From an optimization exercise on the open Yosys and OpenROAD flow, aimed at small area; shortcuts taken in it are not production practice. Function was checked by simulation only, so behaviour that the tests miss may differ from the original. Power and IR drop assume default switching activity.

**flow/config.mk**
```make
export PLATFORM = sky130hd
export DESIGN_NAME = xy_engine
export DESIGN_NICKNAME = xy_engine
export VERILOG_FILES = /design/flow/design.v
export SDC_FILE = /design/flow/constraint.sdc
export NUM_CORES = 8
export LEC_CHECK = 0
export CAP_MARGIN = 20
export CORE_MARGIN = 2
export CORE_UTILIZATION = 55
export SLEW_MARGIN = 20
```
**flow/constraint.sdc**
```tcl
create_clock -name core_clock -period 20.0 [get_ports {clk}]
set_input_delay 4.0000 -clock core_clock [delete_from_list [all_inputs] [get_ports {clk}]]
set_output_delay 4.0000 -clock core_clock [all_outputs]
set_load 0.01 [all_outputs]
```
**flow/design.v**
```verilog
module xy_engine (
    input  wire         clk,
    input  wire         rst,           
    input  wire         cmd_valid,
    input  wire [3:0]   cmd_op,
    input  wire [7:0]   cmd_idx,       
    input  wire [15:0]  cmd_val,       
    input  wire [3:0]   cmd_nr,        
    input  wire [31:0]  cmd_time,      
    input  wire [223:0] cmd_words,     
    input  wire         rx_valid,
    input  wire [7:0]   rx_data,
    output reg          resp_valid,
    output reg          resp_ok,
    output wire [31:0]  resp_val,
    output wire [223:0] resp_words,
    output reg          tx_valid,
    output wire [5:0]   tx_len,
    output wire [295:0] tx_frame,
    output wire         st_await,
    output wire         st_redirect,
    output wire [1:0]   st_rclass,
    output wire         st_rx_ours,
    output wire         st_errflag,
    output wire         st_exc_valid,
    output wire [7:0]   st_exc_code,
    output wire [4:0]   st_wq_size,
    output wire         st_tx_pending,
    output wire         st_pp_wait,
    output wire         st_preq_pending
);
    localparam N_REGS        = 31;
    localparam BANK_WORDS    = 14;
    localparam RXSTORE       = 65;       
    localparam RXBUF_CAP     = 67;
    localparam OP_RDC = 4'h1, OP_ENQ = 4'h2, OP_PRQ = 4'h3, OP_PPL = 4'h4,
               OP_PPS = 4'h5, OP_RCT = 4'h6, OP_FRS = 4'h7, OP_SDA = 4'h8,
               OP_SPI = 4'h9, OP_SFL = 4'hA, OP_ADV = 4'hB, OP_RST = 4'hF;
    localparam TK_WM = 2'd0, TK_WS = 2'd1, TK_PRE = 2'd2, TK_REF = 2'd3;
    function [15:0] crc16_byte(input [15:0] c_in, input [7:0] b);
        integer k;
        reg [15:0] c;
        begin
            c = c_in ^ {8'h00, b};
            for (k = 0; k < 8; k = k + 1)
                c = c[0] ? ((c >> 1) ^ 16'hA001) : (c >> 1);
            crc16_byte = c;
        end
    endfunction
    reg [15:0]  hdn [0:N_REGS-1];        
    reg [N_REGS-1:0] hv;                 
    reg [15:0]  pd [0:BANK_WORDS-1];     
    reg [BANK_WORDS-1:0] pv;
    reg [23:0]  wq [0:15];               
    reg [3:0]   wq_head;
    reg [4:0]   wq_size;
    reg [223:0] tb_words;                
    reg [7:0]   tb_addr;
    reg [3:0]   tb_sl;                   
    reg         tx_pending;
    reg [7:0]   rb [0:RXSTORE-1];      
    reg         f_exc, f_rd, f_ws, f_wm;   
    reg [4:0]   wi;                        
    reg         wi_ok;                     
    reg [6:0]   rxlen;
    reg         await_r, redirect, rx_ours, errflag, exc_valid;
    reg [1:0]   rclass;
    reg [7:0]   exc_code, dev_addr;
    reg [31:0]  pacing, reply_ctr, t_lasttx, t_coarse, pp_snap;
    reg         skip_unch, refresh_dis;
    reg [2:0]   retry;
    reg         pp_wait, preq;
    reg [3:0]   pp_nr;
    reg [15:0]  rdc_val;
    reg         rk_rct, rk_ppl;
    reg [1:0]   tkind;
    assign st_await        = await_r;
    assign st_redirect     = redirect;
    assign st_rclass       = rclass;
    assign st_rx_ours      = rx_ours;
    assign st_errflag      = errflag;
    assign st_exc_valid    = exc_valid;
    assign st_exc_code     = exc_code;
    assign st_wq_size      = wq_size;
    assign st_tx_pending   = tx_pending;
    assign st_pp_wait      = pp_wait;
    assign st_preq_pending = preq;
    integer i;
    wire c_adv = cmd_valid && cmd_op == OP_ADV;
    wire c_rst = cmd_valid && cmd_op == OP_RST;
    wire [31:0] now = cmd_time;
    wire [7:0] bc = rb[2];
    wire dec      = rxlen >= 7'd5;
    wire is_exc   = f_exc;
    wire is_rd    = f_rd;
    wire is_ws    = f_ws;
    wire is_wm    = f_wm;
    wire rd_bad   = bc > 8'd62 || bc[0];
    wire rd_full  = {1'b0, rxlen} >= 8'd5 + bc;
    wire len8     = rxlen >= 7'd8;
    wire acc_rd   = dec && is_rd && !rd_bad && rd_full;
    wire acc_ws   = dec && is_ws && len8;
    wire acc_wm   = dec && is_wm && len8;
    wire acc_exc  = dec && is_exc;
    wire acc      = acc_rd || acc_ws || acc_wm || acc_exc;
    wire mal      = dec && ((is_rd && rd_bad) || !(is_exc || is_rd || is_ws || is_wm));
    wire [5:0] nw = bc[6:1];
    reg [N_REGS-1:0] h_rd, h_ws;
    reg [BANK_WORDS-1:0] p_rd;
    always @* begin
        for (i = 0; i < N_REGS; i = i + 1) begin
            h_rd[i] = c_adv && acc_rd && !redirect && i < nw;
            h_ws[i] = c_adv && acc_ws && wi_ok && wi == i;
        end
        for (i = 0; i < BANK_WORDS; i = i + 1)
            p_rd[i] = c_adv && acc_rd && redirect && i < nw;
    end
    reg [15:0] nh [0:N_REGS-1];
    always @* begin
        for (i = 0; i < N_REGS; i = i + 1)
            nh[i] = ({16{h_rd[i] || h_ws[i]}} & {rb[3+2*i], rb[4+2*i]})
                  | ({16{!(h_rd[i] || h_ws[i])}} & ~hdn[i]);
    end
    wire [N_REGS-1:0] nhv = hv | h_rd | h_ws;
    wire show_ws = tx_valid && tkind == TK_WS;
    wire [3:0] q_slot = show_ws ? wq_head - 4'd1 : wq_head;
    wire [23:0] q_ent = wq[q_slot];
    wire [7:0]  e_idx = q_ent[23:16];
    wire [15:0] e_val = q_ent[15:0];
    wire c_rdc = cmd_valid && cmd_op == OP_RDC;
    wire [7:0] r_idx = c_rdc ? cmd_idx : e_idx;
    reg [15:0] r_val;
    always @* begin
        r_val = 16'd0;
        for (i = 0; i < N_REGS; i = i + 1)
            if (r_idx == i && nhv[i]) r_val = nh[i];
    end
    wire aw1      = await_r && !acc;
    wire coarse   = (now - t_coarse) >= 32'd10;
    wire [2:0] rt_dec = retry - 3'd1;
    wire tmo      = coarse && aw1 && rt_dec == 3'd0;
    wire aw2      = aw1 && !tmo;
    wire gate     = !aw2 && (now - t_lasttx) >= pacing;
    wire q_ne     = wq_size != 5'd0;
    wire skip     = skip_unch && r_val == e_val;
    wire s_wm     = gate && tx_pending;
    wire s_pop    = gate && !tx_pending && q_ne;
    wire s_ws     = s_pop && !skip;
    wire s_pre    = gate && !tx_pending && !q_ne && preq;
    wire s_ref    = gate && !tx_pending && !q_ne && !preq && !refresh_dis;
    wire send     = s_wm || s_ws || s_pre || s_ref;
    wire c_enq = cmd_valid && cmd_op == OP_ENQ;
    wire c_prq = cmd_valid && cmd_op == OP_PRQ;
    wire c_ppl = cmd_valid && cmd_op == OP_PPL;
    wire c_pps = cmd_valid && cmd_op == OP_PPS;
    wire c_rct = cmd_valid && cmd_op == OP_RCT;
    wire c_frs = cmd_valid && cmd_op == OP_FRS;
    wire c_sda = cmd_valid && cmd_op == OP_SDA;
    wire c_spi = cmd_valid && cmd_op == OP_SPI;
    wire c_sfl = cmd_valid && cmd_op == OP_SFL;
    wire nr_ok   = cmd_nr <= 4'd9;
    wire enq_ok  = wq_size != 5'd16;
    wire prq_ok  = !pp_wait && nr_ok;
    wire ppl_ok  = pp_wait && reply_ctr != pp_snap;
    wire a_enq   = c_enq && enq_ok;
    wire a_adv   = c_adv;
    wire [3:0] wq_tail = wq_head + wq_size[3:0];
    wire rx_clr  = c_rst || (a_adv && (acc || mal || tmo || send));
    wire [6:0] rxl_c = rx_clr ? 7'd0 : rxlen;
    wire rx_put  = rx_valid && rxl_c != RXBUF_CAP;
    reg [RXSTORE-1:0] rb_we;
    always @* begin
        for (i = 0; i < RXSTORE; i = i + 1)
            rb_we[i] = rxl_c == i && !(f_ws && i >= 4);
        for (i = 0; i < N_REGS; i = i + 1) begin
            if (f_ws && wi_ok && wi == i && rxl_c == 7'd4) rb_we[3+2*i] = 1'b1;
            if (f_ws && wi_ok && wi == i && rxl_c == 7'd5) rb_we[4+2*i] = 1'b1;
        end
    end
    always @(posedge clk) begin
        for (i = 0; i < N_REGS; i = i + 1)
            hdn[i] <= ~nh[i];
        for (i = 0; i < BANK_WORDS; i = i + 1)
            if (p_rd[i]) pd[i] <= {rb[3+2*i], rb[4+2*i]};
        if (a_enq) wq[wq_tail] <= {cmd_idx, cmd_val};
        if (c_pps && nr_ok) begin
            tb_words <= cmd_words;
            tb_addr  <= dev_addr;
            tb_sl    <= cmd_nr + 4'd5;
        end
        if (!rst && rx_put) begin
            for (i = 0; i < RXSTORE; i = i + 1)
                if (rb_we[i]) rb[i] <= rx_data;
            if (rxl_c == 7'd1) begin
                f_exc <= rx_data[7];
                f_rd  <= rx_data == 8'h03;
                f_ws  <= rx_data == 8'h06;
                f_wm  <= rx_data == 8'h10;
            end
            if (rxl_c == 7'd3) begin
                wi    <= rx_data[4:0];
                wi_ok <= rb[2] == 8'h00 && rx_data < 8'd31;
            end
        end
        if (c_rdc) rdc_val <= r_val;
        else       rdc_val <= 16'd0;
        rk_rct <= c_rct;
        rk_ppl <= c_ppl && ppl_ok;
        if (a_adv && send)
            tkind <= s_wm ? TK_WM : s_ws ? TK_WS : s_pre ? TK_PRE : TK_REF;
        if (rst || c_rst) begin
            hv <= 0; pv <= 0;
            wq_head <= 4'd0; wq_size <= 5'd0;
            tx_pending <= 1'b0;
            await_r <= 1'b0; redirect <= 1'b0; rx_ours <= 1'b0;
            errflag <= 1'b0; exc_valid <= 1'b0; rclass <= 2'd0;
            exc_code <= 8'h00; dev_addr <= 8'h01;
            pacing <= 32'd50; reply_ctr <= 32'd0;
            t_lasttx <= rst ? 32'd0 : now; t_coarse <= rst ? 32'd0 : now;
            pp_snap <= 32'd0;
            skip_unch <= 1'b0; refresh_dis <= 1'b0;
            retry <= 3'd4; pp_wait <= 1'b0; preq <= 1'b0; pp_nr <= 4'd0;
        end else begin
            hv <= nhv;
            pv <= pv | p_rd;
            if (a_enq) wq_size <= wq_size + 5'd1;
            if (a_adv && s_pop) begin
                wq_head <= wq_head + 4'd1;
                wq_size <= wq_size - 5'd1;
            end
            if (c_pps && nr_ok) tx_pending <= 1'b1;
            if (a_adv && s_wm)  tx_pending <= 1'b0;
            if (c_prq && prq_ok) begin
                pp_nr   <= cmd_nr;
                pp_snap <= reply_ctr;
                preq    <= 1'b1;
                pp_wait <= 1'b1;
            end
            if (c_ppl && ppl_ok) begin
                redirect <= 1'b0;
                preq     <= 1'b0;
                pp_wait  <= 1'b0;
            end
            if (c_sda) dev_addr <= cmd_idx;
            if (c_spi) pacing   <= cmd_time;
            if (c_sfl) begin
                skip_unch   <= cmd_val[0];
                refresh_dis <= cmd_val[1];
            end
            if (a_adv) begin
                rclass  <= acc_rd ? 2'd2 : (acc_ws || acc_wm) ? 2'd1 : 2'd0;
                rx_ours <= acc && rb[0] == dev_addr;
                if (acc_exc) begin
                    exc_valid <= 1'b1;
                    exc_code  <= bc;
                end
                if (acc) errflag <= 1'b0;
                else if (mal) errflag <= 1'b1;
                if (acc || tmo) reply_ctr <= reply_ctr + 32'd1;
                if (acc_rd || tmo) redirect <= 1'b0;
                if (s_pre) begin
                    preq     <= 1'b0;
                    redirect <= 1'b1;
                end
                await_r <= send ? 1'b1 : aw2;
                if (!aw1 || tmo) retry <= 3'd4;
                else if (coarse) retry <= rt_dec;
                if (coarse) t_coarse <= now;
                if (send) t_lasttx <= now;
            end
        end
        if (rst) rxlen <= 7'd0;
        else     rxlen <= rx_put ? rxl_c + 7'd1 : rxl_c;
        resp_valid <= !rst && cmd_valid &&
                      (cmd_op == OP_RDC || cmd_op == OP_ENQ || cmd_op == OP_PRQ ||
                       cmd_op == OP_PPL || cmd_op == OP_PPS || cmd_op == OP_RCT ||
                       cmd_op == OP_FRS);
        resp_ok    <= c_rdc || (c_enq && enq_ok) || (c_prq && prq_ok) ||
                      (c_ppl && ppl_ok) || (c_pps && nr_ok) || c_rct ||
                      (c_frs && reply_ctr != cmd_time);
        tx_valid   <= !rst && a_adv && send;
    end
    assign resp_val = ({32{rk_rct}} & reply_ctr)
                    | {16'd0, rdc_val}
                    | {28'd0, {4{rk_ppl}} & pp_nr};
    genvar g;
    generate
        for (g = 0; g < BANK_WORDS; g = g + 1) begin : g_rw
            assign resp_words[16*g +: 16] = {16{rk_ppl && pv[g]}} & pd[g];
        end
    endgenerate
    wire k_wm = tkind == TK_WM;
    wire k_ws = tkind == TK_WS;
    wire k_pre = tkind == TK_PRE;
    wire [7:0] f_b1 = k_ws ? 8'h06 : 8'h03;
    wire [7:0] f_b3 = k_ws ? e_idx : k_pre ? {pp_nr + 4'd5, 4'h0} : 8'h00;
    wire [7:0] f_b4 = k_ws ? e_val[15:8] : 8'h00;
    wire [7:0] f_b5 = k_ws ? e_val[7:0] : k_pre ? 8'h0E : 8'h1F;
    reg  [15:0] c8;
    always @* begin
        c8 = 16'hFFFF;
        c8 = crc16_byte(c8, dev_addr);
        c8 = crc16_byte(c8, f_b1);
        c8 = crc16_byte(c8, 8'h00);
        c8 = crc16_byte(c8, f_b3);
        c8 = crc16_byte(c8, f_b4);
        c8 = crc16_byte(c8, f_b5);
    end
    reg [279:0] wm_body;
    reg [15:0]  cw;
    always @* begin
        wm_body[7:0]   = tb_addr;
        wm_body[15:8]  = 8'h10;
        wm_body[23:16] = 8'h00;
        wm_body[31:24] = {tb_sl, 4'h0};
        wm_body[39:32] = 8'h00;
        wm_body[47:40] = BANK_WORDS;
        wm_body[55:48] = 2 * BANK_WORDS;
        for (i = 0; i < BANK_WORDS; i = i + 1) begin
            wm_body[56 + 16*i +: 8] = tb_words[16*i + 8 +: 8];
            wm_body[64 + 16*i +: 8] = tb_words[16*i +: 8];
        end
        cw = 16'hFFFF;
        for (i = 0; i < 35; i = i + 1)
            cw = crc16_byte(cw, wm_body[8*i +: 8]);
    end
    assign tx_len = k_wm ? 6'd37 : 6'd8;
    assign tx_frame[7:0]   = k_wm ? tb_addr : dev_addr;
    assign tx_frame[15:8]  = k_wm ? 8'h10 : f_b1;
    assign tx_frame[23:16] = 8'h00;
    assign tx_frame[31:24] = k_wm ? {tb_sl, 4'h0} : f_b3;
    assign tx_frame[39:32] = k_wm ? 8'h00 : f_b4;
    assign tx_frame[47:40] = k_wm ? 8'h0E : f_b5;
    assign tx_frame[55:48] = k_wm ? 8'h1C : c8[7:0];
    assign tx_frame[63:56] = k_wm ? wm_body[63:56] : c8[15:8];
    assign tx_frame[279:64] = wm_body[279:64];
    assign tx_frame[295:280] = {cw[15:8], cw[7:0]};
endmodule
```
**flow/flow/run.sh**
```bash
#!/bin/bash
# The standard layout (standard.sh) with these changes:
#  - after the standard synthesis (run unchanged), flow/reopt.sh re-maps the logic between
#    the registers with a stronger ABC area script; every register keeps its name and cell,
#    and the XOR/XNOR cells of the CRC trees are left as synthesis made them,
#  - port buffers use the smallest buffer cell instead of a delay buffer,
#  - the clock tree uses larger sink clusters of clkbuf_8 and no dummy loads.
# Logs: standard_synth.log, reopt_yosys.log, reopt_check.log, standard.log and orfs/logs/.
set -euo pipefail
export BUFFER_PORTS_ARGS="-buffer_cell sky130_fd_sc_hd__buf_1"
export CTS_ARGS="-sink_clustering_enable -repair_clock_nets -dont_use_dummy_load -sink_clustering_size 15 -sink_clustering_max_diameter 50 -buf_list sky130_fd_sc_hd__clkbuf_8"
bash standard.sh synth > standard_synth.log 2>&1
R=orfs/results/$FLOW_PLATFORM/xy_engine/base
cp $R/1_2_yosys.v $R/1_2_yosys_standard.v
bash flow/reopt.sh $R/1_2_yosys_standard.v $R/1_2_yosys.v
touch $R/1_2_yosys.v
bash standard.sh > standard.log 2>&1
```
**flow/flow/reopt.abc**
```
&get -n
&st
&deepsyn -T 120
&dch -f
&nf -R 1000
&put
```
**flow/flow/reopt.sh**
```bash
#!/bin/bash
# Re-optimise the combinational logic of the standard synthesis netlist for area.
# Registers (dfxtp/edfxtp instances), their names and cell types are kept as they are:
# those cells are black boxes here, only the logic between them is remapped by ABC.
# The XOR/XNOR cells that feed tx_frame (the CRC trees) are kept as they are too, so
# that the equivalence proof of the layout against the RTL stays easy.
# usage: reopt.sh in.v out.v  (run in the flow's work folder)
set -euo pipefail
IN=$1; OUT=$2
LIB=$FLOW_HOME/platforms/sky130hd/lib/sky130_fd_sc_hd__tt_025C_1v80.lib
DU=$(sed -n '/DONT_USE_CELLS +=/,/^$/p' $FLOW_HOME/platforms/sky130hd/config.mk | tr -d '\\' | grep -o "sky130_fd_sc_hd__[a-z0-9_]*" | sed 's/^/-dont_use /' | tr '\n' ' ')
SEQ=$(grep -o "sky130_fd_sc_hd__[a-z0-9_]*" $IN | sort -u | grep -E "__(e|s|se)?df|__dl|__conb" | tr '\n' ' ')
YOSYS=$(command -v yosys || echo /OpenROAD-flow-scripts/tools/install/yosys/bin/yosys)
cat > reopt.ys <<EOS
read_liberty -ignore_miss_func $LIB
blackbox $SEQ
read_verilog $IN
hierarchy -top $FLOW_TOP
select -set crc o:tx_frame %ci*:-sky130_fd_sc_hd__dfxtp_1[Q]:-sky130_fd_sc_hd__edfxtp_1[Q] t:sky130_fd_sc_hd__xor* t:sky130_fd_sc_hd__xnor* %u %i
setattr -set keep_hierarchy 1 @crc
select -clear
rename -hide w:*
flatten
opt_clean -purge
abc -script $PWD/flow/reopt.abc -liberty $LIB $DU $FLOW_TOP
opt_clean -purge
rename -hide w:*
splitnets
opt_clean -purge
hilomap -singleton -hicell sky130_fd_sc_hd__conb_1 HI -locell sky130_fd_sc_hd__conb_1 LO
insbuf -buf sky130_fd_sc_hd__buf_4 A X
opt_clean -purge
stat -liberty $LIB
select $FLOW_TOP
write_verilog -selected -noattr -nohex -nodec $OUT
EOS
$YOSYS -s reopt.ys > reopt_yosys.log 2>&1
# the result must hold the same registers as the standard synthesis
$YOSYS -p "read_liberty -lib $LIB; read_verilog $OUT; hierarchy -top $FLOW_TOP; check -assert -mapped; stat -liberty $LIB" > reopt_check.log 2>&1
a=$(grep -E "^\s+sky130_fd_sc_hd__(e)?dfxtp_1 " $IN | awk '{print $2}' | sort | md5sum)
b=$(grep -E "^\s+sky130_fd_sc_hd__(e)?dfxtp_1 " $OUT | awk '{print $2}' | sort | md5sum)
[[ "$a" == "$b" ]] || { echo "register sets differ" >&2; exit 1; }
```
**flow/standard.sh**
```bash
#!/bin/bash
# synth_recipe.tcl (not shown) runs the flow's synth.tcl, then flattens the netlist and writes it again
# the make line also repeats each setting of config.mk as NAME=value (left out here)
make -C /OpenROAD-flow-scripts/flow DESIGN_CONFIG=/design/flow/config.mk WORK_HOME=/design/flow/orfs CLKGATE_MAP_FILE= SYNTH_SCRIPT=/design/flow/synth_recipe.tcl "${@:-finish}"
```
==> results of run 1 <==
## through the flow
| stage | area [sq um] | utilization | hold slack [ps] |
|---|---|---|---|
| 2_1_floorplan | 81900 | - | 408 |
| 3_3_place_gp | 89500 | 0.606 | 421 |
| 3_5_place_dp | 89500 | 0.606 | 424 |
| 4_1_cts | 92100 | 0.623 | 405 |
| 5_1_grt | 92100 | 0.624 | 424 |
| 6_report | 92100 | 0.624 | 409 |
## worst max-delay path, delay by kind of cell
| family | cells | cell delay (ps) |
|---|---|---|
| adders and majority gates | 26 | 9640 |
| AOI/OAI and AO/OA | 8 | 1930 |
| xor gates and xnor gates | 1 | 130 |
| buffers and inverters | 4 | 570 |
| and+or+nand+nor | 11 | 2750 |
## path summary, 6_finish.rpt
kind	end	cells after the start
worst max register to register	rb[56][0]	31
worst min-delay path	hdn[14][13]	1
worst min register to register	hdn[14][13]	1
worst max-delay path	rb[56][0]	50
## routing by layer
metal | routed length, um | vias up | share of wire
met1 | 128000 | 30060 | 0.40
li1 | - | 25679 | -
met3 | 47500 | 619 | 0.15
met2 | 133000 | 4168 | 0.41
met5 | 174 | - | 0.00054
met4 | 14300 | 20 | 0.044
## sequential cells by signal (all words and copies together) (netlist names), 32 cells and up
name,cells
hdn,496
pacing,32
pd,224
pp_snap,32
rb,512
reply_ctr,32
t_coarse,32
t_lasttx,32
tb_words,224
wq,384
## layout by cell type (no fill, tap or decap), types with 220 or more instances in the layout
cell type	n
o21ai_0	341
buf_4	220
xnor2_1	567
nor2_1	651
and3_1	251
buf_1	860
dfxtp_1	708
a21oi_1	420
nand2_1	398
edfxtp_1	1432
o22ai_1	391
## power groups by stage
stage / combinational [uW] / sequential, uW / clock (uW)
CTS: 9570 / 4750 / 2230
global placement: 9370 / 4850 / 0
global route: 9650 / 4760 / 2380
detailed placement: 9590 / 4850 / 0
floorplan: 4320 / 4850 / 0
finish: 9730 / 4750 / 2220
## final cells by class
class,count,area [sq um],area share
repair buffers,1092,4980,0.0540
clock buffers,189,2600,0.0282
multi-input cells,4007,24600,0.267
inverters,93,349,0.00379
flip-flops and latches,2141,57200,0.621
diodes,16,40.0,0.000435
well taps,1930,2410,0.0262
==> impl_metrics.py, run 1 <==
metrics = {
    "outcome": {
        "outcome": "timing/DRC/antenna clean",
    },
    "place": {
        "placed_cells": 9262,
        "port_buffers": 869,
        "hpwl_mm": 239,
        "dp_slack_ps": 698,
        "gp_congestion": 1.17,
    },
    "sta": {
        "finalCriticalPeriod_ps": 18440,
        "fmax_mhz": 54.2,
        "fin_setup_tns_ps": 0,
        "finalSetupViolations": 0,
        "slew_headroom": 0.203,
        "skew_ps": 117,
        "fin_ws_ps": 1560,
        "hold_viol": 0,
        "timing.final.crit_share": 0.922,
        "drv_slew": 0,
        "worst_pin_slew_ps": 1190,
        "rsz0062_at_grt": "no",
    },
    "power_and_ir_drop": {
        "total_power_uw": 16700,
        "pwr-share-comb": 0.582,
        "cellLeakagePower_uw": 0.0314,
        "p_clk_frac": 0.133,
        "power_per_cell_area_nw_per_um2": 181,
        "p_sw_uw": 7980,
        "p_int_uw": 8730,
        "power_frac_seq": 0.285,
        "swShare": 0.478,
        "ir_worst_vdd_mv": 1.48,
    },
    "global_routing": {
        "grt-ovfl-total": 0,
        "grt-busiest-layer": "met1",
        "antenna_found_initial": 31,
        "grt_pass1_vias": 54866,
        "grt_util_met3": 0.139,
        "grtUsageMet2": 0.581,
        "grt_pass1_wl_mm": 436,
        "grt_use_total": 0.417,
        "grt_max_degree": 110,
        "grtUsageMet1": 0.602,
    },
    "worst_hold_path": {
        "min_path_type": "reg -> reg",
        "min_from": "rb[31][5]",
    },
    "floorplanning": {
        "design.core.area_sq_um": 148000,
        "fp.dieArea_sq_um": 152000,
        "floorplan.initialDensity": 0.554,
        "fp.dieH_um": 390,
        "ios": 884,
        "rows": 141,
        "die_w_um": 390,
    },
    "yosys": {
        "syn_avg_cell_area_sq_um": 13.1,
        "yosys_warnings": 5,
        "netlist_instances": 6245,
        "synthesis.area_sq_um": 81900,
    },
    "worst_setup_path": {
        "r2r_start": "tkind[1]",
        "critPathLaunch": "cmd_time[0]",
        "path_max_fanout": 15,
        "cp_slowest_cell": "o22ai_1",
        "crit_top_cell": "maj3_1",
        "worstPathRequired_ps": 20600,
        "reg2reg_slack_ps": 4200,
        "path_class": "in -> reg",
        "slowest_delay_ps": 880,
        "critPathLaunchType": "primary input",
        "cp-end-kind": "flop",
        "cp.arrival_ps": 19050,
    },
    "drt": {
        "drt_iter0_markers": 9321,
        "routedWlPerCell_um": 34.1,
        "drc": 0,
        "drtAntennaViolNets": 0,
        "wirelength_mm": 323,
        "dr.pass1.iters": 8,
        "via_per_inst": 6.39,
        "vias": 60546,
    },
    "layout": {
        "nNetsFinal": 7824,
        "stdcell_count": 9468,
        "drive_gt1_frac": 0.0691,
        "num-fill-cells": 12009,
        "areaGrowthSynthToFinish_pct": 12.6,
    },
    "flow_run": {
        "drv_cap": 0,
    },
    "clock_network": {
        "cts_buffers": 189,
        "clkTransAtPathRegs_ps": 90,
        "clkSinkCount": 2141,
        "cts_tree": "yes",
        "htree_levels": 4,
        "cts_resized": 0,
        "cts_hold_buffers": 0,
        "cts_setup_buffers": 0,
        "clk_latency_ps": 1000,
        "root_buffer": "clkbuf_8",
        "clockBufferDepth": 3,
    },
}
==> run 2, diff against run 1 <==
--- a/flow/config.mk
+++ b/flow/config.mk
@@ -7,5 +7,5 @@
 export LEC_CHECK = 0
 export CAP_MARGIN = 20
 export CORE_MARGIN = 2
-export CORE_UTILIZATION = 55
+export CORE_UTILIZATION = 65
 export SLEW_MARGIN = 20
==> run 2 against run 1 <==
Against the previous run:
- non-clock buffer count is 32 lower
- still clean
- sequential share of layout area is 0.41 points higher
- highest routed layer unchanged
- largest power group unchanged
- largest cell class unchanged
- sequential power hardly changed
- core utilization is 11 points higher
- clock skew is 11 ps higher
- hold slack better by 21 ps
==> impl_metrics.py, run 2 <==
metrics = {
    "outcome": {
        "outcome": "timing/DRC/antenna clean",
    },
    "drt": {
        "dr.pass1.iters": 7,
        "drt_iter0_markers": 11503,
        "wirelength_mm": 328,
        "via_per_inst": 6.84,
        "drtAntennaViolNets": 0,
        "vias": 62727,
        "routedWlPerCell_um": 35.8,
        "drc": 0,
    },
    "floorplanning": {
        "die_w_um": 359,
        "fp.dieArea_sq_um": 129000,
        "floorplan.initialDensity": 0.654,
        "ios": 884,
        "fp.dieH_um": 359,
        "rows": 130,
        "design.core.area_sq_um": 125000,
    },
    "worst_hold_path": {
        "min_path_type": "reg -> reg",
        "min_from": "rb[47][0]",
        "min_to": "hdn[22][8]",
        "holdPathStages": 1,
    },
    "layout": {
        "layout_commonest_cell": "edfxtp_1",
        "reg_top3": "rb x512, hdn x496, wq x384",
        "top_register": "rb",
        "drive_gt1_frac": 0.0648,
        "nNetsFinal": 7786,
        "layout_common_cells": "edfxtp_1 (1,432), buf_1 (860), dfxtp_1 (707), nor2_1 (649), xnor2_1 (569)",
        "largest_reg_flops": 512,
        "areaGrowthSynthToFinish_pct": 11.8,
    },
    "worst_setup_path": {
        "cp_slowest_cell": "o22ai_1",
        "reg2reg_slack_ps": 4760,
        "r2r_start": "t_lasttx[1]",
        "path_max_fanout": 15,
        "rr_endpoint": "rb[40][7]",
        "critPathLaunchType": "primary input",
        "slowest_delay_ps": 830,
        "crit_top_cell": "maj3_1",
        "rr_worst_depth": 50,
        "cp-end-kind": "flop",
        "worstPathRequired_ps": 20580,
        "cp.arrival_ps": 18780,
        "path_class": "in -> reg",
    },
    "power_and_ir_drop": {
        "cellLeakagePower_uw": 0.0312,
        "power_per_cell_area_nw_per_um2": 149,
        "ir_worst_vdd_mv": 0.758,
        "total_power_uw": 13700,
    },
    "clock_network": {
        "cts_tree": "yes",
        "cts_resized": 0,
        "cts_buffers": 183,
        "root_buffer": "clkbuf_8",
        "clkSinkCount": 2141,
        "clk_latency_ps": 1000,
        "cts_hold_buffers": 0,
        "clkTransAtPathRegs_ps": 100,
        "clockBufferDepth": 3,
        "htree_levels": 4,
        "cts_setup_buffers": 0,
    },
    "flow_run": {
        "drv_cap": 0,
    },
    "sta": {
        "rsz0062_at_grt": "no",
        "hold_viol": 0,
        "fmax_mhz": 55.0,
        "finalSetupViolations": 0,
        "drv_slew": 0,
        "fin_setup_tns_ps": 0,
        "timing.final.crit_share": 0.910,
        "skew_ps": 128,
        "worst_pin_slew_ps": 1240,
        "slew_headroom": 0.168,
        "finalCriticalPeriod_ps": 18200,
    },
    "yosys": {
        "syn_avg_cell_area_sq_um": 13.1,
        "yosys_warnings": 5,
        "synthesis.area_sq_um": 81900,
        "netlist_instances": 6245,
    },
    "global_routing": {
        "grt_max_degree": 150,
        "grt_pass1_vias": 58244,
        "grt_pass1_wl_mm": 448,
        "grt_use_total": 0.501,
        "grt-ovfl-total": 0,
        "antenna_found_initial": 45,
    },
    "place": {
        "hpwl_mm": 242,
        "gp_congestion": 1.06,
        "port_buffers": 869,
    },
}
run 2: area by class of cell:
cell class,instances,area [sq um]
flip-flops and latches,2141,57200
fillers,8308,33700
multi-input cells,4007,24600
repair buffers,1060,4720
clock buffers,183,2520
well taps,1650,2060
inverters,93,349
diodes,33,82.6
run 2: power by group:
| part | switching, uW | leakage, uW | internal (uW) | total, uW |
|---|---|---|---|---|
| Sequential | 29.7 | 0.0187 | 4730 | 4760 |
| Clock | 1370 | 0.00132 | 813 | 2180 |
| Combinational | 4260 | 0.0112 | 2460 | 6720 |
| Total | 5650 | 0.0312 | 8010 | 13700 |
run 2: metal layers:
layer  vias to the layer above  routed length, um  track usage  share of wire
met5                         -                135            0        0.00041
met4                        20              34100        0.409           0.10
met3                      1235              48600        0.158           0.15
met2                      5880             141000        0.734           0.43
met1                     30000             105000        0.615           0.32
li1                      25592                  -            -              -
run 2: worst max-delay path by stage:
stage          slack, ps   endpoint   startpoint  cells after the start
4_1_cts             1950  rb[40][7]  cmd_time[0]                     51
6_report            1800  rb[40][7]  cmd_time[0]                     51
3_5_place_dp        1000  rb[40][0]  cmd_time[0]                     51
5_1_grt             1180  rb[56][4]  cmd_time[0]                     51
2_1_floorplan       2150  rb[64][0]  cmd_time[1]                     49
3_3_place_gp        1120  rb[54][4]  cmd_time[0]                     51
run 2: per-stage QoR:
step                      cells  worst slack, ps   util  cell area, sq um  hold WS (ps)
final                      9167             1800  0.731             91500           430
after global routing       9154             1180  0.731             91500           442
after CTS                  9133             1950  0.730             91400           431
after detailed placement   8950              997  0.710             88900           433
after global placement     8950             1120  0.710             88900           420
after floorplan            6258             2150      -             81900           408
run 2: worst max-delay path, delay by kind of cell:
kind                       cells  cell delay [ps]
AOI/OAI and AO/OA              8             1840
buffers and inverters          5              850
xor gates and xnor gates       1              120
and+or+nand+nor               11             2340
adders and majority gates     26             9570

[port drivers added, routing unchanged]
How much do the figures lean on ideal ports? The routed layouts below were timed once more, with nothing changed but the port constraints. Step 1 (the two cells are an assumption about what drives the block):
set clk [get_ports {clk}]
set_driving_cell -lib_cell sky130_fd_sc_hd__clkbuf_16 $clk
set_driving_cell -lib_cell sky130_fd_sc_hd__buf_2 [delete_from_list [all_inputs] $clk]
Step 2 times the ports against the registers' clock, not the clock port: input delays grow and output delays shrink by t, the midpoint of the rising clock arrivals with the driver on. Slacks: no drivers / after step 1 / after step 2; pairs: no drivers / after step 1.
run | t, ns | setup WS [ns] | slew at the worst register clock pin (ns)
run 1 | 1.014 | 1.556 / 1.536 / 0.521 | 0.10 / 0.10
run 2 | 1.026 | 1.802 / 1.751 / 0.725 | 0.10 / 0.10
After both steps every run listed still meets setup and hold. The setup slack of run 2, which loses most, moves by -0.051 ns with the drivers and by -1.077 ns with both steps.
